This is an optimization exercise on Yosys and OpenROAD, whose aim is small area, a short achievable clock period and few clock cycles, not a production implementation.
RTL that was checked went through simulation tests only; none was proved equivalent to the original.

==> try-delta <==
// bms_codec
module bms_codec (
    input  wire        clk,
    input  wire        rst,
    input  wire        req_valid,
    output wire        req_ready,
    input  wire [31:0] req_desc,
    input  wire [7:0]  req_count,
    input  wire [7:0]  req_counter,
    input  wire        in_valid,
    output wire        in_ready,
    input  wire [7:0]  in_data,
    output wire        out_valid,
    input  wire        out_ready,
    output wire [7:0]  out_data,
    output wire        out_last,
    output wire [2:0]  out_status
);
==> flow/config.mk <==
export PLATFORM = sky130hd
export DESIGN_NAME = bms_codec
export DESIGN_NICKNAME = bms_codec
export VERILOG_FILES = /design/flow/design.v
export SDC_FILE = /design/flow/constraint.sdc
export NUM_CORES = 4
export LEC_CHECK = 0
export CAP_MARGIN = 20
export CORE_MARGIN = 2
export CORE_UTILIZATION = 40
export CTS_CLUSTER_DIAMETER = 80
export CTS_CLUSTER_SIZE = 20
export PLACE_DENSITY = 0.6
export SLEW_MARGIN = 20
==> flow/constraint.sdc <==
create_clock -name core_clock -period 9.0 [get_ports {clk}]
set_input_delay 1.8000 -clock core_clock [delete_from_list [all_inputs] [get_ports {clk}]]
set_output_delay 1.8000 -clock core_clock [all_outputs]
set_load 0.01 [all_outputs]
standard.sh (not shown) runs the stock make flow with config.mk's settings and CLKGATE_MAP_FILE= SYNTH_SCRIPT=/design/flow/synth_recipe.tcl, a recipe that flattens the netlist after the stock synthesis.
==> flow/flow/run.sh <==
#!/bin/bash
# Standard layout, with timing repair aiming at a setup slack of MARGIN ns.
set -euo pipefail
MARGIN=6
sed "s/\"\\\${@:-finish}\"/SETUP_SLACK_MARGIN=$MARGIN &/" standard.sh > standard_margin.sh
grep -q "SETUP_SLACK_MARGIN=$MARGIN" standard_margin.sh
bash standard_margin.sh > make_finish.log 2>&1
==> inputs of try-amber, as changes to try-delta <==
--- a/flow/design.v
+++ b/flow/design.v
@@ -67,27 +67,29 @@
     reg  [3:0]  i_n1;            
     reg  [15:0] i_cmd;           
     reg  [1:0]  i_rank;          
     reg         i_hdr;           
     reg  [2:0]  i_col;           
     reg  [3:0]  i_srem;          
     reg  [4:0]  i_row;           
-    reg         w_v, w_rd, w_c0, w_c6, w_c7, w_last;
-    reg  [15:0] w_we;            
+    reg         w_v, w_st, w_rd, w_c0, w_c6, w_c7, w_last;
+    reg  [3:0]  w_row;
+    reg  [2:0]  w_col;
     reg  [7:0]  w_data;
     reg  [9:0]  rcrc_q;          
     reg         hi_ok_q;         
     reg  [7:0]  exp_lo_q;        
     reg  [1:0]  rank_m_q;        
     reg  [767:0] mem;
     reg         p_v, p_fr, p_cmdk, p_wr, p_rd, p_one;
     reg  [3:0]  p_n1;
     reg  [15:0] p_cmd;
     reg  [2:0]  p_stat;
     reg         c_v, c_fr, c_cmdk, c_wr, c_rd, c_one;
+    reg  [3:0]  c_n1;
     reg  [15:0] c_cmd;
     reg  [2:0]  c_stat;
     reg         s_hdr;
     reg  [7:0]  s_coh;           
     reg  [3:0]  s_srem;
     reg         s_ls;            
     reg         o_v, o_last, o_pay, o_c0, o_c5;
@@ -162,51 +164,61 @@
         case (i_rank)
             R_OK:    rank_st = ST_OK;
             R_BRK:   rank_st = ST_BRK;
             R_CCE:   rank_st = ST_CCE;
             default: rank_st = ST_POR;
         endcase
     end
-    wire [15:0] pec15w;
-    bms_crc15_cmd u_crc15 (.cmd(c_cmd), .pec(pec15w));
-    wire [7:0] hbyte = (c_cmd[15:8]   & {8{s_coh[0]}}) |
-                       (c_cmd[7:0]    & {8{s_coh[1]}}) |
-                       (pec15w[15:8]  & {8{s_coh[2]}}) |
-                       (pec15w[7:0]   & {8{s_coh[3]}});
-    wire s_send  = c_wr ? s_coh[7] : s_coh[5];
-    wire s_last  = c_one | (s_hdr ? (c_cmdk & s_coh[3]) : (s_send & s_ls));
-    wire iss     = advance & c_v;
-    wire c_end   = iss & s_last;
-    wire pop     = p_v & (~c_v | c_end);
-    wire s_rowrd = ~s_hdr & ~c_one & s_coh[5];
-    wire s_rdpay = ~s_hdr & ~c_one & ~s_coh[6] & ~s_coh[7];    
-    wire [3:0] rs = rdf_q[3:0];
-    genvar gr;
+    genvar gr, gc;
     generate
         for (gr = 0; gr < 16; gr = gr + 1) begin : g_row
-            always @(posedge clk)
-                if (w_we[gr] || (iss && s_rdpay && rs == gr))
-                    mem[gr*48 +: 48] <= {w_data, mem[gr*48+8 +: 40]};
+            for (gc = 0; gc < 6; gc = gc + 1) begin : g_col
+                always @(posedge clk)
+                    if (w_v && w_st && w_row == gr && w_col == gc)
+                        mem[(gr*6+gc)*8 +: 8] <= w_data;
+            end
         end
     endgenerate
+    wire [3:0]   rs = rdf_q[3:0];
+    reg  [127:0] cb;             
+    integer k, b;
+    always @* begin
+        for (k = 0; k < 16; k = k + 1) begin
+            cb[k*8 +: 8] = 8'h00;
+            for (b = 0; b < 6; b = b + 1)
+                cb[k*8 +: 8] = cb[k*8 +: 8] | (mem[(k*6+b)*8 +: 8] & {8{s_coh[b]}});
+        end
+    end
     wire [63:0] m1;
     wire [31:0] m2;
     wire [15:0] m3;
     generate
         for (gr = 0; gr < 8; gr = gr + 1) begin : g_m1
-            assign m1[gr*8 +: 8] = rs[0] ? mem[(2*gr+1)*48 +: 8] : mem[(2*gr)*48 +: 8];
+            assign m1[gr*8 +: 8] = rs[0] ? cb[(2*gr+1)*8 +: 8] : cb[(2*gr)*8 +: 8];
         end
         for (gr = 0; gr < 4; gr = gr + 1) begin : g_m2
             assign m2[gr*8 +: 8] = rs[1] ? m1[(2*gr+1)*8 +: 8] : m1[(2*gr)*8 +: 8];
         end
         for (gr = 0; gr < 2; gr = gr + 1) begin : g_m3
             assign m3[gr*8 +: 8] = rs[2] ? m2[(2*gr+1)*8 +: 8] : m2[(2*gr)*8 +: 8];
         end
     endgenerate
     wire [7:0] rbyte = rs[3] ? m3[15:8] : m3[7:0];
+    wire [15:0] pec15w;
+    bms_crc15_cmd u_crc15 (.cmd(c_cmd), .pec(pec15w));
+    wire [7:0] hbyte = (c_cmd[15:8]   & {8{s_coh[0]}}) |
+                       (c_cmd[7:0]    & {8{s_coh[1]}}) |
+                       (pec15w[15:8]  & {8{s_coh[2]}}) |
+                       (pec15w[7:0]   & {8{s_coh[3]}});
+    wire s_send  = c_wr ? s_coh[7] : s_coh[5];
+    wire s_last  = c_one | (s_hdr ? (c_cmdk & s_coh[3]) : (s_send & s_ls));
+    wire iss     = advance & c_v;
+    wire c_end   = iss & s_last;
+    wire pop     = p_v & (~c_v | c_end);
+    wire s_rowrd = ~s_hdr & ~c_one & s_coh[5];
     wire [7:0] sbyte = s_hdr ? hbyte : c_one ? 8'h00 : rbyte;
     wire [9:0] wcrc_byte, wcrc_full;
     bms_crc10_byte u_wcrc (.crc_in(o_c0 ? CRC10_SEED : wcrc_q), .data(o_data),
                            .crc_out(wcrc_byte));
     bms_crc10_ctr  u_wfold (.crc_in(wcrc_byte), .ctr(6'd0), .crc_out(wcrc_full));
     wire s_phi = c_wr & ~s_hdr & s_coh[6];
     wire s_plo = c_wr & ~s_hdr & s_coh[7];
@@ -217,21 +229,19 @@
             alloc_q     <= 5'd0;
             rdf_q       <= 5'd0;
             i_busy      <= 1'b0;
             i_done      <= 1'b0;
             i_inph      <= 1'b0;
             i_new       <= 1'b0;
             w_v         <= 1'b0;
-            w_we        <= 16'd0;
             p_v         <= 1'b0;
             c_v         <= 1'b0;
             o_v         <= 1'b0;
         end else begin
             w_v <= in_fire;
-            w_we <= {16{in_fire & pos_store}} & (16'd1 << i_row[3:0]);
             if (req_fire) begin
                 i_busy <= 1'b1;
                 i_done <= 1'b0;
                 i_inph <= d_opb | d_opc;
             end else begin
                 if (push)
                     i_busy <= 1'b0;
@@ -264,24 +274,27 @@
             if (pop)
                 c_v <= 1'b1;
             else if (c_end)
                 c_v <= 1'b0;
             if (iss && s_rowrd)
                 rdf_q <= rdf_q + 5'd1;
             else if (iss && c_one && c_fr)
-                rdf_q <= rdf_q + {1'b0, s_srem} + 5'd1;    
+                rdf_q <= rdf_q + {1'b0, c_n1} + 5'd1;
             if (advance)
                 o_v <= iss;
         end
         w_data <= in_data;
+        w_st   <= pos_store;
         w_rd   <= i_opc & ~i_hdr;
         w_c0   <= (i_col == 3'd0);
         w_c6   <= (i_col == 3'd6);
         w_c7   <= (i_col == 3'd7);
         w_last <= pos_last;
+        w_row  <= i_row[3:0];
+        w_col  <= i_col;
         if (req_fire) begin
             i_legal <= (d_kind != K_ILL);
             i_opb   <= d_opb;
             i_opc   <= d_opc;
             i_port <= d_port;
             i_n1   <= req_count[3:0] - 4'd1;
             i_cmd  <= d_cmd | {10'd0, req_counter[5:0]};    
@@ -331,14 +344,15 @@
                     R_BRK:   p_stat <= ST_BRK;
                     R_CCE:   p_stat <= ST_CCE;
                     default: p_stat <= ST_POR;
                 endcase
             end
         end
         if (pop) begin
+            c_n1   <= p_n1;
             c_cmd  <= p_cmd;
             c_stat <= p_stat;
             c_fr   <= p_fr;
             c_cmdk <= p_cmdk;
             c_wr   <= p_wr;
             c_rd   <= p_rd;
             c_one  <= p_one;
Settings changed: CTS_CLUSTER_DIAMETER 80 to default, CTS_CLUSTER_SIZE 20 to default.
==> inputs of try-yarrow, as changes to try-delta <==
--- a/flow/design.v
+++ b/flow/design.v
@@ -67,20 +67,19 @@
     reg  [3:0]  i_n1;            
     reg  [15:0] i_cmd;           
     reg  [1:0]  i_rank;          
     reg         i_hdr;           
     reg  [2:0]  i_col;           
     reg  [3:0]  i_srem;          
     reg  [4:0]  i_row;           
-    reg         w_v, w_rd, w_c0, w_c6, w_c7, w_last;
-    reg  [15:0] w_we;            
+    reg         w_v, w_st, w_rd, w_c0, w_c6, w_c7, w_last;
+    reg  [3:0]  w_row;
     reg  [7:0]  w_data;
     reg  [9:0]  rcrc_q;          
     reg         hi_ok_q;         
-    reg  [7:0]  exp_lo_q;        
     reg  [1:0]  rank_m_q;        
     reg  [767:0] mem;
     reg         p_v, p_fr, p_cmdk, p_wr, p_rd, p_one;
     reg  [3:0]  p_n1;
     reg  [15:0] p_cmd;
     reg  [2:0]  p_stat;
     reg         c_v, c_fr, c_cmdk, c_wr, c_rd, c_one;
@@ -145,15 +144,15 @@
     wire        chk_nxt   = ~nxt_df[4] | ~i_port;
     wire [9:0] rcrc_byte, rcrc_fold;
     bms_crc10_byte u_rcrc (.crc_in(w_c0 ? CRC10_SEED : rcrc_q), .data(w_data),
                            .crc_out(rcrc_byte));
     bms_crc10_ctr  u_rfold (.crc_in(rcrc_q), .ctr(w_data[7:2]), .crc_out(rcrc_fold));
     wire [1:0] rank_m = (w_data[7:2] == i_cmd[5:0]) ? R_OK :
                         (w_data[7:2] == 6'd0)       ? R_POR : R_CCE;
-    wire       pec_ok    = hi_ok_q & (exp_lo_q == w_data);
+    wire       pec_ok    = hi_ok_q & (rcrc_q[7:0] == w_data);
     wire [1:0] rank_slot = pec_ok ? rank_m_q : R_BRK;
     wire [1:0] rank_new  = (rank_slot > i_rank) ? rank_slot : i_rank;
     wire       w_done   = w_v & w_last;
     wire       w_rdok   = ~w_rd | (rank_new == R_OK);
     wire       push_w   = w_done & ~p_v;
     wire       push_i   = (i_done | n_noin) & ~p_v;
     wire       push     = push_w | push_i;
@@ -180,15 +179,15 @@
     wire s_rowrd = ~s_hdr & ~c_one & s_coh[5];
     wire s_rdpay = ~s_hdr & ~c_one & ~s_coh[6] & ~s_coh[7];    
     wire [3:0] rs = rdf_q[3:0];
     genvar gr;
     generate
         for (gr = 0; gr < 16; gr = gr + 1) begin : g_row
             always @(posedge clk)
-                if (w_we[gr] || (iss && s_rdpay && rs == gr))
+                if ((w_v && w_st && w_row == gr) || (iss && s_rdpay && rs == gr))
                     mem[gr*48 +: 48] <= {w_data, mem[gr*48+8 +: 40]};
         end
     endgenerate
     wire [63:0] m1;
     wire [31:0] m2;
     wire [15:0] m3;
     generate
@@ -217,21 +216,19 @@
             alloc_q     <= 5'd0;
             rdf_q       <= 5'd0;
             i_busy      <= 1'b0;
             i_done      <= 1'b0;
             i_inph      <= 1'b0;
             i_new       <= 1'b0;
             w_v         <= 1'b0;
-            w_we        <= 16'd0;
             p_v         <= 1'b0;
             c_v         <= 1'b0;
             o_v         <= 1'b0;
         end else begin
             w_v <= in_fire;
-            w_we <= {16{in_fire & pos_store}} & (16'd1 << i_row[3:0]);
             if (req_fire) begin
                 i_busy <= 1'b1;
                 i_done <= 1'b0;
                 i_inph <= d_opb | d_opc;
             end else begin
                 if (push)
                     i_busy <= 1'b0;
@@ -269,19 +266,21 @@
                 rdf_q <= rdf_q + 5'd1;
             else if (iss && c_one && c_fr)
                 rdf_q <= rdf_q + {1'b0, s_srem} + 5'd1;    
             if (advance)
                 o_v <= iss;
         end
         w_data <= in_data;
+        w_st   <= pos_store;
         w_rd   <= i_opc & ~i_hdr;
         w_c0   <= (i_col == 3'd0);
         w_c6   <= (i_col == 3'd6);
         w_c7   <= (i_col == 3'd7);
         w_last <= pos_last;
+        w_row  <= i_row[3:0];
         if (req_fire) begin
             i_legal <= (d_kind != K_ILL);
             i_opb   <= d_opb;
             i_opc   <= d_opc;
             i_port <= d_port;
             i_n1   <= req_count[3:0] - 4'd1;
             i_cmd  <= d_cmd | {10'd0, req_counter[5:0]};    
@@ -307,15 +306,15 @@
             end
             if (w_v && w_rd && w_c7)
                 i_rank <= rank_new;
         end
         if (w_v && w_rd) begin
             if (w_c6) begin
                 hi_ok_q  <= (rcrc_fold[9:8] == w_data[1:0]);
-                exp_lo_q <= rcrc_fold[7:0];
+                rcrc_q   <= rcrc_fold;
                 rank_m_q <= rank_m;
             end else if (!w_c7)
                 rcrc_q <= rcrc_byte;
         end
         if (push) begin
             p_n1   <= i_n1;
             p_cmd  <= i_cmd;
Settings changed: CTS_CLUSTER_DIAMETER 80 to 100, CTS_CLUSTER_SIZE 20 to 30.
==> flow_summary_export.csv <==
group,metric,value,unit
outcome,status,"timing/DRC/antenna clean",
logic_synthesis,netlist-cell-type-count,69,
layout,design.seq.count,962,
routing,dr.pass1.iters,8,
critical_path,required,7.20,ns
grt,met2_usage,34.46,%
grt,gr-usage-met3,3.398,%
clock_tree,htree_levels,3,
floorplanning,taps,1276,
layout,n_all_inverters,56,
clock_tree,clkSlewWorstSetupHoldPaths,0.06,ns
That was try-amber.
==> flow_summary_export.csv <==
group,metric,value,unit
layout,fin_nets,2151,
outcome,status,"timing/DRC/antenna clean",
logic_synthesis,synth_top_family_by_area,"XOR/XNOR gates",
critical_path,cp_max_fo,2,
clock_tree,htree_levels,2,
clock_tree,clkSlewWorstSetupHoldPaths,0.09,ns
grt,met2_usage,26.70,%
floorplanning,taps,1155,
grt,gr-usage-met3,1.955,%
grt,grt_max_degree,41,
grt,grt_pass1_vias,16380,
floorplanning,io_pins,76,
routing,dr.pass1.iters,5,
clock_tree,cts_setup_buffers,30,
critical_path,required,7.20,ns
logic_synthesis,netlist-cell-type-count,70,
That was try-delta.
==> flow_summary_export.csv <==
group,metric,value,unit
critical_path,required,9.32,ns
routing,dr.pass1.iters,5,
power_and_ir_drop,switchingPower,2.017,mW
outcome,status,"timing/DRC/antenna clean",
grt,gr-usage-met3,2.356,%
grt,met2_usage,24.42,%
clock_tree,clkSlewWorstSetupHoldPaths,0.11,ns
layout,design.seq.count,947,
layout,n_all_inverters,55,
clock_tree,htree_levels,2,
power_and_ir_drop,sequentialPowerShare,58.4,%
floorplanning,taps,1155,
That was try-yarrow.
Testbench counts of try-amber, summed over its fixed seeds: cycles 68,260.
For try-delta and try-yarrow, only the layout was checked, not whether the RTL still works.

separate check: timing with driven ports:
No port has a modelled driver above. Below, the same layouts with a new extraction and two added sets of constraints. Step 1, drivers: a clkbuf_16 drives clk and a buf_2 each remaining input, both assumed. Step 2 times the ports against the registers' clock, not the clock port: input delays grow and output delays shrink by t, the midpoint of the rising clock arrivals with the driver on. Slacks: no drivers / after step 1 / after step 2; pairs: no drivers / after step 1.
| run | t (ns) | slack for setup (ns) | hold slack, ns | worst slew at a driven data input, ns | pins driven straight from the clock port |
|---|---|---|---|---|---|
| try-delta | 0.691 | 5.940 / 5.872 / 5.337 | 0.412 / 0.412 / 0.412 | 0.10 | 1 |
| try-amber | 0.708 | 5.896 / 5.831 / 5.351 | 0.389 / 0.389 / 0.389 | 0.11 | 1 |
| try-yarrow | 0.654 | 5.862 / 5.885 / 5.231 | 0.408 / 0.408 / 0.408 | 0.15 | 1 |
After both steps every run listed still meets setup and hold. The setup slack of try-yarrow, which loses most, moves by +0.023 ns with the drivers and by -0.631 ns with both steps.
